This design comes from an exercise in tuning for small area on the open sky130 flow, not from production work. Only simulation tests tie the RTL to the original design; equivalence was not proved. Power figures rest on the tool's default switching activity, not on a simulated workload.

==> inputs of run H <==
Design irlink, start of the top module:
module irlink (
    input  wire       clk,
    input  wire       rst,
    input  wire       tx_start,
    input  wire       tx_proto,    
    input  wire [9:0] tx_len,
    input  wire [7:0] cfg_p,
    input  wire [7:0] cfg_h,
    input  wire [3:0] cfg_npre,
    input  wire       cfg_pre_aa,
    output wire [9:0] tx_addr,
    input  wire [7:0] tx_rdata,
    output wire       tx_busy,
    output wire       tx_line,
    output wire       tx_done,
    output reg  [1:0] tx_err,
    input  wire       rx_pin,
    input  wire       rx_rearm,
    input  wire       rx_clear,
    input  wire [3:0] rx_rd_idx,
    output wire [7:0] rx_rd_data,
    output wire [3:0] rx_len,
    output wire       rx_active,
    output wire       boot_jump,
    output wire       booted
);
export LEC_CHECK = 0
export CAP_MARGIN = 20
export CORE_MARGIN = 2
export CORE_UTILIZATION = 40
export SLEW_MARGIN = 20
create_clock -name core_clock -period 10.0 [get_ports {clk}]
standard.sh (not shown) runs the stock make flow with config.mk's settings and CLKGATE_MAP_FILE= SYNTH_SCRIPT=/design/flow/synth_recipe.tcl, a recipe that flattens the netlist after the stock synthesis.
==> flow/flow/run.sh <==
#!/bin/bash
# Own layout flow: the standard flow (standard.sh, unchanged synthesis,
# floorplan, power grid, placement, routing), with two ORFS settings that
# only change which cells some steps insert:
#  - port buffers are sky130_fd_sc_hd__buf_1 (buffer_ports -buffer_cell)
#  - clock tree synthesis uses clkbuf_8 buffers and no dummy loads
# The whole make run's output goes to standard.log; ORFS keeps each step's
# own log under orfs/logs/.
set -euo pipefail
export BUFFER_PORTS_ARGS="-buffer_cell sky130_fd_sc_hd__buf_1"
export CTS_ARGS="-sink_clustering_enable -repair_clock_nets -dont_use_dummy_load -buf_list sky130_fd_sc_hd__clkbuf_16 -sink_clustering_size 40 -sink_clustering_max_diameter 200"
bash standard.sh > standard.log 2>&1
==> inputs of run M, as changes to run H <==
==> flow/run.sh (new file) <==
#!/bin/bash
# synth_recipe.tcl (not shown) runs the flow's synth.tcl, then flattens the netlist and writes it again
# the make line also repeats each setting of config.mk as NAME=value (left out here)
make -C /OpenROAD-flow-scripts/flow DESIGN_CONFIG=/design/flow/config.mk WORK_HOME=/design/flow/orfs CLKGATE_MAP_FILE= SYNTH_SCRIPT=/design/flow/synth_recipe.tcl finish
--- a/flow/config.mk
+++ b/flow/config.mk
@@ -9,3 +9,5 @@
 export CORE_MARGIN = 2
-export CORE_UTILIZATION = 40
+export CORE_UTILIZATION = 70
+export CTS_BUF_LIST = sky130_fd_sc_hd__clkbuf_8
+export PLACE_DENSITY = 0.85
 export SLEW_MARGIN = 20
removed: flow/flow/run.sh
removed: flow/standard.sh
==> comparison table <==
	run M	run H
Status	timing/DRC/antenna clean	timing/DRC/antenna clean
Starting DRT DRC Count	736	415
Number of tap cells inserted	168	275
Via count of the first global-routing pass	6,313	5,838
Floorplan die area	13,300 um^2	22,900 um^2
Share of final layout cell area taken by clock buffers and inverters	4.44%	4.41%
Clock network latency to the later pin of the worst-skew pair	470 ps	430 ps
Proportion of final cell area spent on non-clock buffers	8.18%	3.46%
Setup clock skew after layout	12.5 ps	25.1 ps
Combinational group share of total power	11.4%	10.1%
End of the worst hold path	u_rx.chain[56]$_DFFE_PP_	u_rx.chain[49]$_DFFE_PP_
Min-Delay Startpoint	u_rx.chain[48]$_DFFE_PP_	u_rx.chain[41]$_DFFE_PP_
Core Region	12,100 um^2	21,200 um^2
Comb group	170 uW	146 uW
Number of standard cells in the final layout excluding fillers	1,018	1,111
Cell area after layout	10,000 um^2	9650 um^2
Total half-perimeter wirelength after legalization and detailed placement	13,400 um	13,100 um


==> job 3430 <==
Another version of the RTL of irlink (not shown whole).
export LEC_CHECK = 0
export CAP_MARGIN = 20
export CORE_MARGIN = 2
export CORE_UTILIZATION = 40
export SLEW_MARGIN = 20
export BUFFER_PORTS_ARGS = -buffer_cell sky130_fd_sc_hd__buf_1
export CTS_ARGS = -sink_clustering_enable -repair_clock_nets -dont_use_dummy_load -buf_list sky130_fd_sc_hd__clkbuf_8 -sink_clustering_size 30 -sink_clustering_max_diameter 100
create_clock -name core_clock -period 10.0 [get_ports {clk}]
==> flow/flow/run.sh <==
#!/bin/bash
# Own layout flow: the standard flow (standard.sh: ORFS synthesis,
# floorplan, power grid, placement, clock tree, routing) with these changes:
#  - synthesis is synth_recipe.tcl unchanged, except that the gate mapping
#    (Yosys's abc call) runs the area-oriented script flow/area.abc instead
#    of ORFS's delay-oriented one; registers are mapped before abc, exactly
#    as in the standard synthesis
#  - half/full-adder cells are added to the platform's DONT_USE_CELLS, so the
#    few counters are mapped from plain gates, which is smaller here
#  - port buffers are sky130_fd_sc_hd__buf_1 (buffer_ports -buffer_cell)
#  - clock tree synthesis uses clkbuf_8 buffers and no dummy loads
# The make run's output goes to standard.log; ORFS keeps each step's own log
# under orfs/logs/.
set -euo pipefail
WORK=$PWD
cat > "$WORK/area_synth.tcl" <<EOT
# synth_recipe.tcl with the abc call's -script replaced by flow/area.abc
proc abc {args} {
  set i [lsearch -exact \$args -script]
  if { \$i >= 0 } {
    set args [lreplace \$args [expr {\$i + 1}] [expr {\$i + 1}] {$WORK/flow/area.abc}]
  }
  yosys abc {*}\$args
}
source {$WORK/synth_recipe.tcl}
EOT
cat >> config.mk <<'EOT'
export DONT_USE_CELLS += sky130_fd_sc_hd__ha_1 sky130_fd_sc_hd__ha_2 sky130_fd_sc_hd__ha_4 sky130_fd_sc_hd__fa_1 sky130_fd_sc_hd__fa_2 sky130_fd_sc_hd__fa_4
export BUFFER_PORTS_ARGS = -buffer_cell sky130_fd_sc_hd__buf_1
export CTS_ARGS = -sink_clustering_enable -repair_clock_nets -dont_use_dummy_load -buf_list sky130_fd_sc_hd__clkbuf_8 -sink_clustering_size 30 -sink_clustering_max_diameter 100
EOT
bash standard.sh "SYNTH_SCRIPT=$WORK/area_synth.tcl" finish > standard.log 2>&1
==> flow/flow/area.abc <==
strash
&get -n
&fraig -x
&st
&syn2
&synch2
&dch -f
&nf -R 1000 -F 8 -C 32
&st
&syn2
&synch2
&dch -f
&nf -R 1000 -F 8 -C 32
&put
buffer -c
topo
stime -c
upsize -c
dnsize -c
==> job 3723: changes against job 3430 <==
--- a/flow/flow/run.sh
+++ b/flow/flow/run.sh
@@ -27,6 +27,6 @@
 cat >> config.mk <<'EOT'
 export DONT_USE_CELLS += sky130_fd_sc_hd__ha_1 sky130_fd_sc_hd__ha_2 sky130_fd_sc_hd__ha_4 sky130_fd_sc_hd__fa_1 sky130_fd_sc_hd__fa_2 sky130_fd_sc_hd__fa_4
 export BUFFER_PORTS_ARGS = -buffer_cell sky130_fd_sc_hd__buf_1
-export CTS_ARGS = -sink_clustering_enable -repair_clock_nets -dont_use_dummy_load -buf_list sky130_fd_sc_hd__clkbuf_8 -sink_clustering_size 30 -sink_clustering_max_diameter 100
+export CTS_ARGS = -sink_clustering_enable -repair_clock_nets -dont_use_dummy_load -buf_list sky130_fd_sc_hd__clkbuf_16 -root_buf sky130_fd_sc_hd__clkbuf_16 -sink_clustering_levels 1 -sink_clustering_size 50 -sink_clustering_max_diameter 400
 EOT
 bash standard.sh "SYNTH_SCRIPT=$WORK/area_synth.tcl" finish > standard.log 2>&1
==> flow/flow/area.abc (replaced) <==
strash
&get -n
&fraig -x
&st
&syn2
&synch2
&dch -f
&nf -R 1000 -F 8 -C 32
&st
&syn2
&synch2
&dch -f
&nf -R 1000 -F 8 -C 32
&put
topo
--- a/flow/config.mk
+++ b/flow/config.mk
@@ -11,4 +11,4 @@
 export SLEW_MARGIN = 20
 export DONT_USE_CELLS += sky130_fd_sc_hd__ha_1 sky130_fd_sc_hd__ha_2 sky130_fd_sc_hd__ha_4 sky130_fd_sc_hd__fa_1 sky130_fd_sc_hd__fa_2 sky130_fd_sc_hd__fa_4
 export BUFFER_PORTS_ARGS = -buffer_cell sky130_fd_sc_hd__buf_1
-export CTS_ARGS = -sink_clustering_enable -repair_clock_nets -dont_use_dummy_load -buf_list sky130_fd_sc_hd__clkbuf_8 -sink_clustering_size 30 -sink_clustering_max_diameter 100
+export CTS_ARGS = -sink_clustering_enable -repair_clock_nets -dont_use_dummy_load -buf_list sky130_fd_sc_hd__clkbuf_16 -root_buf sky130_fd_sc_hd__clkbuf_16 -sink_clustering_levels 1 -sink_clustering_size 50 -sink_clustering_max_diameter 400
==> job 8576: changes against job 3430 <==
--- a/flow/flow/run.sh
+++ b/flow/flow/run.sh
@@ -27,6 +27,6 @@
 cat >> config.mk <<'EOT'
 export DONT_USE_CELLS += sky130_fd_sc_hd__ha_1 sky130_fd_sc_hd__ha_2 sky130_fd_sc_hd__ha_4 sky130_fd_sc_hd__fa_1 sky130_fd_sc_hd__fa_2 sky130_fd_sc_hd__fa_4
 export BUFFER_PORTS_ARGS = -buffer_cell sky130_fd_sc_hd__buf_1
-export CTS_ARGS = -sink_clustering_enable -repair_clock_nets -dont_use_dummy_load -buf_list sky130_fd_sc_hd__clkbuf_8 -sink_clustering_size 30 -sink_clustering_max_diameter 100
+export CTS_ARGS = -sink_clustering_enable -repair_clock_nets -dont_use_dummy_load -buf_list sky130_fd_sc_hd__clkbuf_8
 EOT
 bash standard.sh "SYNTH_SCRIPT=$WORK/area_synth.tcl" finish > standard.log 2>&1
==> flow/flow/area.abc (replaced) <==
strash
&get -n
&fraig -x
&st
&syn2
&synch2
&dch -f
&nf -R 1000 -F 8 -C 32
&st
&syn2
&synch2
&dch -f
&nf -R 1000 -F 8 -C 32
&put
topo
==> flow/config.mk (replaced) <==
export PLATFORM = sky130hd
export DESIGN_NAME = irlink
export DESIGN_NICKNAME = irlink
export VERILOG_FILES = /design/flow/design.v
export SDC_FILE = /design/flow/constraint.sdc
export NUM_CORES = 4
export LEC_CHECK = 0
export CAP_MARGIN = 20
export CORE_MARGIN = 2
export CORE_UTILIZATION = 55
export SLEW_MARGIN = 20
export DONT_USE_CELLS += sky130_fd_sc_hd__ha_1 sky130_fd_sc_hd__ha_2 sky130_fd_sc_hd__ha_4 sky130_fd_sc_hd__fa_1 sky130_fd_sc_hd__fa_2 sky130_fd_sc_hd__fa_4
export BUFFER_PORTS_ARGS = -buffer_cell sky130_fd_sc_hd__buf_1
export CTS_ARGS = -sink_clustering_enable -repair_clock_nets -dont_use_dummy_load -buf_list sky130_fd_sc_hd__clkbuf_8
==> job 2227: changes against job 3430 <==
--- a/flow/flow/run.sh
+++ b/flow/flow/run.sh
@@ -27,6 +27,6 @@
 cat >> config.mk <<'EOT'
 export DONT_USE_CELLS += sky130_fd_sc_hd__ha_1 sky130_fd_sc_hd__ha_2 sky130_fd_sc_hd__ha_4 sky130_fd_sc_hd__fa_1 sky130_fd_sc_hd__fa_2 sky130_fd_sc_hd__fa_4
 export BUFFER_PORTS_ARGS = -buffer_cell sky130_fd_sc_hd__buf_1
-export CTS_ARGS = -sink_clustering_enable -repair_clock_nets -dont_use_dummy_load -buf_list sky130_fd_sc_hd__clkbuf_8 -sink_clustering_size 30 -sink_clustering_max_diameter 100
+export CTS_ARGS = -sink_clustering_enable -repair_clock_nets -dont_use_dummy_load -buf_list sky130_fd_sc_hd__clkbuf_8
 EOT
 bash standard.sh "SYNTH_SCRIPT=$WORK/area_synth.tcl" finish > standard.log 2>&1
==> flow/flow/area.abc (replaced) <==
strash
&get -n
&fraig -x
&st
&syn2
&synch2
&dch -f
&nf -R 1000 -F 8 -C 32
&st
&syn2
&synch2
&dch -f
&nf -R 1000 -F 8 -C 32
&put
topo
==> flow/config.mk (replaced) <==
export PLATFORM = sky130hd
export DESIGN_NAME = irlink
export DESIGN_NICKNAME = irlink
export VERILOG_FILES = /design/flow/design.v
export SDC_FILE = /design/flow/constraint.sdc
export NUM_CORES = 4
export LEC_CHECK = 0
export CAP_MARGIN = 20
export CORE_MARGIN = 2
export CORE_UTILIZATION = 70
export PLACE_DENSITY = 0.85
export SLEW_MARGIN = 20
export DONT_USE_CELLS += sky130_fd_sc_hd__ha_1 sky130_fd_sc_hd__ha_2 sky130_fd_sc_hd__ha_4 sky130_fd_sc_hd__fa_1 sky130_fd_sc_hd__fa_2 sky130_fd_sc_hd__fa_4
export BUFFER_PORTS_ARGS = -buffer_cell sky130_fd_sc_hd__buf_1
export CTS_ARGS = -sink_clustering_enable -repair_clock_nets -dont_use_dummy_load -buf_list sky130_fd_sc_hd__clkbuf_8
==> qor summary <==
Vias per inst: job 2227 6.39; job 3430 5.43; job 8576 5.95; job 3723 5.41
Number of instances in the synthesized netlist: job 2227 653; job 3430 679; job 8576 653; job 3723 653
LEAKAGE: job 2227 2.74 nW; job 3430 2.79 nW; job 8576 2.75 nW; job 3723 2.83 nW
Switch Pwr: job 2227 288 uW; job 3430 295 uW; job 8576 295 uW; job 3723 312 uW
Worst hold slack after final layout: job 2227 450 ps; job 3430 443 ps; job 8576 449 ps; job 3723 434 ps
Via count of the first global-routing pass: job 2227 5484; job 3430 5214; job 8576 5204; job 3723 5340
Number of inserted filler cells in the final layout: job 2227 666; job 3430 1808; job 8576 1156; job 3723 1702
Horizontal die dimension: job 2227 109 microns; job 3430 145 microns; job 8576 122 microns; job 3723 143 microns
Achievable frequency: job 2227 158 MHz; job 3430 161 MHz; job 8576 159 MHz; job 3723 160 MHz
Largest stage delay, worst path: job 2227 560 ps; job 3430 540 ps; job 8576 550 ps; job 3723 560 ps
Multiplexer area fraction after synthesis: job 2227 0.101; job 3430 0.0984; job 8576 0.101; job 3723 0.101
Area share of xor/xnor cells in the synthesized design: job 2227 0.0533; job 3430 0.0520; job 8576 0.0533; job 3723 0.0533
Status: job 2227 complete, no violations; job 3430 complete, no violations; job 8576 complete, no violations; job 3723 complete, no violations
Wire length of the first global-routing pass: job 2227 26100 microns; job 3430 26600 microns; job 8576 25500 microns; job 3723 26600 microns
Met3 wire length: job 2227 876 microns; job 3430 765 microns; job 8576 860 microns; job 3723 590 microns


==> v33: inputs <==
irlink, a different RTL version from the one above (not shown whole).
==> module ir_rx, before the edit <==
module ir_rx (
    input  wire       clk,
    input  wire       rst,
    input  wire       rearm,       
    input  wire       pin,
    input  wire       clear,       
    input  wire [3:0] rd_idx,
    output wire [7:0] rd_data,
    output wire [3:0] buf_len,
    output reg        active,
    output wire       boot_jump,
    output reg        booted
);
    reg        pin_prev;
    reg [11:0] tmr;
    reg [11:0] ref_len;
    reg        part;
    reg        boot_ok;
    reg [2:0]  rx_bits;
    reg [3:0]  rx_idx;
    reg [3:0]  rx_len;
    reg [79:0] chain;         
    function [11:0] inc12(input [11:0] x);
        integer i;
        reg c;
        begin
            c = 1'b1;
            for (i = 0; i < 12; i = i + 1) begin
                inc12[i] = x[i] ^ c;
                c = c & x[i];
            end
        end
    endfunction
    function gt13(input [12:0] a, input [12:0] b);
        integer i;
        reg g;
        begin
            g = 1'b0;
            for (i = 0; i < 13; i = i + 1)
                g = (a[i] & ~b[i]) | (~(a[i] ^ b[i]) & g);
            gt13 = g;
        end
    endfunction
    function [3:0] add4(input [3:0] a, input [3:0] b, input ci);
        integer i;
        reg c;
        begin
            c = ci;
            for (i = 0; i < 4; i = i + 1) begin
                add4[i] = a[i] ^ b[i] ^ c;
                c = (a[i] & b[i]) | (c & (a[i] ^ b[i]));
            end
        end
    endfunction
    wire [11:0] tmr_inc  = inc12(tmr);
    wire [11:0] bits_inc = inc12({9'd0, rx_bits});
    wire [11:0] idx_inc  = inc12({8'd0, rx_idx});
    wire fall = pin_prev & ~pin;
    wire rise = ~pin_prev & pin;
    wire take = (fall | rise) & ~booted & (rx_len == 4'd0);
    wire over     = gt13({1'b0, tmr}, {ref_len, 1'b0});
    wire have_ref = (ref_len != 12'd0);
    wire bit_in   = have_ref & over;
    wire shift    = take & fall & have_ref;
    wire room     = ~(rx_idx[3] & rx_idx[1]);    
    wire store    = shift & room;
    wire partial  = (rx_bits != 3'd0);
    wire boot_match = (rx_idx == 4'd4) && boot_ok;
    wire [3:0] rpos = add4(rx_len, ~rd_idx, part);    
    assign rd_data = rpos[3] ? (rpos[0] ? chain[79:72] : chain[71:64])
                             : chain[{rpos[2:0], 3'b000} +: 8];
    assign buf_len = rx_len;
    assign boot_jump = booted & rx_idx[2];
    always @(posedge clk) begin
        if (rst)
            pin_prev <= 1'b1;
        else
            pin_prev <= pin;
    end
    always @(posedge clk) begin
        if (rst || rearm) begin
            tmr       <= 12'd0;
            ref_len   <= 12'd0;
            rx_bits   <= 3'd0;
            rx_idx    <= 4'd0;
            rx_len    <= 4'd0;
            active    <= 1'b0;
            booted    <= 1'b0;
        end else begin
            if (booted)
                rx_idx <= 4'd0;
            if (clear && !booted)
                rx_len <= 4'd0;
            if (take) begin
                tmr <= 12'd1;
                if (fall) begin
                    active <= 1'b1;
                    if (have_ref) begin
                        rx_bits <= bits_inc[2:0];
                        if (rx_bits == 3'd7 && room)
                            rx_idx <= idx_inc[3:0];
                    end
                end else if (have_ref && over) begin
                    rx_bits <= 3'd0;
                    part    <= partial & room;
                    if (boot_match) begin
                        booted <= 1'b1;
                        active <= 1'b0;
                    end else begin
                        rx_idx <= 4'd0;
                        rx_len <= rx_idx;
                    end
                end else begin
                    ref_len <= tmr;
                end
            end else begin
                tmr <= tmr_inc;
                if (tmr == 12'hFFF && !booted) begin
                    ref_len <= 12'd0;
                    rx_bits <= 3'd0;
                    rx_idx  <= 4'd0;
                    active  <= 1'b0;
                end
            end
        end
    end
    always @(posedge clk) begin
        if (store && rx_bits == 3'd7)
            boot_ok <= (rx_idx == 4'd3) &&
                       ({chain[31:8], bit_in, chain[7:1]} == 32'h424F4F54);
        if (store) begin
            chain[7:0] <= {bit_in, chain[7:1]};
            if (!partial)
                chain[79:8] <= chain[71:0];
        end
    end
endmodule
Settings: LEC_CHECK=0, CAP_MARGIN=20, CORE_MARGIN=2, CORE_UTILIZATION=40, SLEW_MARGIN=20, BUFFER_PORTS_ARGS=-buffer_cell sky130_fd_sc_hd__buf_1, CTS_ARGS=-sink_clustering_enable -repair_clock_nets -dont_use_dummy_load -buf_list sky130_fd_sc_hd__clkbuf_8; clock period 10.0 ns.
==> flow/flow/run.sh <==
#!/bin/bash
# Own layout flow: the standard flow (standard.sh: ORFS synthesis,
# floorplan, power grid, placement, clock tree, routing) with these changes:
#  - synthesis is synth_recipe.tcl unchanged, except that the gate mapping
#    (Yosys's abc call) runs the area-oriented script flow/area.abc instead
#    of ORFS's delay-oriented one; registers are mapped before abc, exactly
#    as in the standard synthesis
#  - half/full-adder cells are added to the platform's DONT_USE_CELLS, so the
#    few counters are mapped from plain gates, which is smaller here
#  - port buffers are sky130_fd_sc_hd__buf_1 (buffer_ports -buffer_cell)
#  - clock tree synthesis uses clkbuf_8 buffers and no dummy loads
# The make run's output goes to standard.log; ORFS keeps each step's own log
# under orfs/logs/.
set -euo pipefail
WORK=$PWD
cat > "$WORK/area_synth.tcl" <<EOT
# synth_recipe.tcl with the abc call's -script replaced by flow/area.abc
proc abc {args} {
  set i [lsearch -exact \$args -script]
  if { \$i >= 0 } {
    set args [lreplace \$args [expr {\$i + 1}] [expr {\$i + 1}] {$WORK/flow/area.abc}]
  }
  yosys abc {*}\$args
}
source {$WORK/synth_recipe.tcl}
EOT
cat >> config.mk <<'EOT'
export DONT_USE_CELLS += sky130_fd_sc_hd__ha_1 sky130_fd_sc_hd__ha_2 sky130_fd_sc_hd__ha_4 sky130_fd_sc_hd__fa_1 sky130_fd_sc_hd__fa_2 sky130_fd_sc_hd__fa_4
export BUFFER_PORTS_ARGS = -buffer_cell sky130_fd_sc_hd__buf_1
export CTS_ARGS = -sink_clustering_enable -repair_clock_nets -dont_use_dummy_load -buf_list sky130_fd_sc_hd__clkbuf_8
EOT
bash standard.sh "SYNTH_SCRIPT=$WORK/area_synth.tcl" finish > standard.log 2>&1
==> flow/flow/area.abc <==
strash
&get -n
&fraig -x
&deepsyn -J 500
&st
&dch -f
&nf -R 1000 -F 8 -C 32
&put
topo
==> v36 (differences from v33) <==
--- a/flow/design.v
+++ b/flow/design.v
@@ -167,3 +167,2 @@
     reg        part;
-    reg        boot_ok;
     reg [2:0]  rx_bits;
@@ -217,3 +216,5 @@
     wire partial  = (rx_bits != 3'd0);
-    wire boot_match = (rx_idx == 4'd4) && boot_ok;
+    wire boot_match = (rx_idx == 4'd4) &&
+                      (partial ? (chain[39:8] == 32'h424F4F54)
+                                : (chain[31:0] == 32'h424F4F54));
     wire [3:0] rpos = add4(rx_len, ~rd_idx, part);    
@@ -277,5 +278,2 @@
     always @(posedge clk) begin
-        if (store && rx_bits == 3'd7)
-            boot_ok <= (rx_idx == 4'd3) &&
-                       ({chain[31:8], bit_in, chain[7:1]} == 32'h424F4F54);
         if (store) begin
==> flow/flow/area.abc (replaced) <==
strash
&get -n
&fraig -x
&deepsyn -J 100
&st
&dch -f
&nf -R 1000 -F 8 -C 32
&put
topo
==> v22 (differences from v33) <==
--- a/flow/design.v
+++ b/flow/design.v
@@ -167,3 +167,2 @@
     reg        part;
-    reg        boot_ok;
     reg [2:0]  rx_bits;
@@ -217,3 +216,5 @@
     wire partial  = (rx_bits != 3'd0);
-    wire boot_match = (rx_idx == 4'd4) && boot_ok;
+    wire boot_match = (rx_idx == 4'd4) &&
+                      (partial ? (chain[39:8] == 32'h424F4F54)
+                                : (chain[31:0] == 32'h424F4F54));
     wire [3:0] rpos = add4(rx_len, ~rd_idx, part);    
@@ -277,5 +278,2 @@
     always @(posedge clk) begin
-        if (store && rx_bits == 3'd7)
-            boot_ok <= (rx_idx == 4'd3) &&
-                       ({chain[31:8], bit_in, chain[7:1]} == 32'h424F4F54);
         if (store) begin
--- a/flow/flow/run.sh
+++ b/flow/flow/run.sh
@@ -29,3 +29,3 @@
 export BUFFER_PORTS_ARGS = -buffer_cell sky130_fd_sc_hd__buf_1
-export CTS_ARGS = -sink_clustering_enable -repair_clock_nets -dont_use_dummy_load -buf_list sky130_fd_sc_hd__clkbuf_8
+export CTS_ARGS = -sink_clustering_enable -repair_clock_nets -dont_use_dummy_load -buf_list sky130_fd_sc_hd__clkbuf_4 -root_buf sky130_fd_sc_hd__clkbuf_8
 EOT
==> flow/flow/area.abc (replaced) <==
strash
&get -n
&fraig -x
&st
&syn2
&synch2
&dch -f
&nf -R 1000 -F 8 -C 32
&st
&syn2
&synch2
&dch -f
&nf -R 1000 -F 8 -C 32
&put
topo
--- a/flow/config.mk
+++ b/flow/config.mk
@@ -9,3 +9,4 @@
 export CORE_MARGIN = 2
-export CORE_UTILIZATION = 40
+export CORE_UTILIZATION = 70
+export PLACE_DENSITY = 0.85
 export SLEW_MARGIN = 20
@@ -13,2 +14,2 @@
 export BUFFER_PORTS_ARGS = -buffer_cell sky130_fd_sc_hd__buf_1
-export CTS_ARGS = -sink_clustering_enable -repair_clock_nets -dont_use_dummy_load -buf_list sky130_fd_sc_hd__clkbuf_8
+export CTS_ARGS = -sink_clustering_enable -repair_clock_nets -dont_use_dummy_load -buf_list sky130_fd_sc_hd__clkbuf_4 -root_buf sky130_fd_sc_hd__clkbuf_8
==> v13 (differences from v33) <==
--- a/flow/design.v
+++ b/flow/design.v
@@ -167,3 +167,2 @@
     reg        part;
-    reg        boot_ok;
     reg [2:0]  rx_bits;
@@ -217,3 +216,5 @@
     wire partial  = (rx_bits != 3'd0);
-    wire boot_match = (rx_idx == 4'd4) && boot_ok;
+    wire boot_match = (rx_idx == 4'd4) &&
+                      (partial ? (chain[39:8] == 32'h424F4F54)
+                                : (chain[31:0] == 32'h424F4F54));
     wire [3:0] rpos = add4(rx_len, ~rd_idx, part);    
@@ -277,5 +278,2 @@
     always @(posedge clk) begin
-        if (store && rx_bits == 3'd7)
-            boot_ok <= (rx_idx == 4'd3) &&
-                       ({chain[31:8], bit_in, chain[7:1]} == 32'h424F4F54);
         if (store) begin
==> flow/flow/area.abc (replaced) <==
strash
&get -n
&fraig -x
&st
&syn2
&synch2
&dch -f
&nf -R 1000 -F 8 -C 32
&st
&syn2
&synch2
&dch -f
&nf -R 1000 -F 8 -C 32
&put
topo
==> results.txt <==
In v36 the critical path depth is higher than in v22, by 3.
Die area: v13 is higher than v22 (72%).
Against v22, the power of v13 is higher by about 7%.
Sequential power is about the same in v22 and v13.
Fmax, highest first: v13, v22, v33, v36.

re-timing with driven ports:
No port has a modelled driver above. Below, the same layouts with a new extraction and two added sets of constraints. Step 1 (the two cells are an assumption about what drives the block):
set clk [get_ports {clk}]
set_driving_cell -lib_cell sky130_fd_sc_hd__clkbuf_16 $clk
set_driving_cell -lib_cell sky130_fd_sc_hd__buf_2 [delete_from_list [all_inputs] $clk]
Step 2 moves the port delays by t, midway between the first and last clock arrival at a register: inputs arrive t later, outputs are due t later. That takes back most of the time a late clock gives input paths. Slacks: no drivers / after step 1 / after step 2; pairs: no drivers / after step 1.
run	shift t [ns]	setup slack, ns	worst setup path at the end	latest minus earliest clock arrival (ns)	worst register clock-pin slew, ns
run H	0.457	3.502 / 3.483 / 3.483	input to output	0.031 / 0.032	0.08 / 0.08
run M	0.500	2.667 / 2.644 / 2.644	input to output	0.014 / 0.014	0.09 / 0.09
job 3430	0.469	3.788 / 3.767 / 3.767	input to output	0.044 / 0.043	0.10 / 0.10
job 3723	0.447	3.742 / 3.716 / 3.716	input to output	0.021 / 0.021	0.07 / 0.07
job 8576	0.480	3.708 / 3.687 / 3.687	input to output	0.025 / 0.025	0.08 / 0.08
job 2227	0.472	3.657 / 3.636 / 3.636	input to output	0.022 / 0.022	0.08 / 0.08
v33	0.483	3.341 / 3.318 / 3.318	input to output	0.039 / 0.039	0.10 / 0.10
v36	0.472	3.192 / 3.167 / 3.167	input to output	0.030 / 0.031	0.09 / 0.09
v22	0.460	3.653 / 3.631 / 3.631	input to output	0.035 / 0.034	0.12 / 0.12
v13	0.478	3.750 / 3.724 / 3.724	input to output	0.035 / 0.035	0.09 / 0.09
After both steps setup and hold are still met in every run listed.
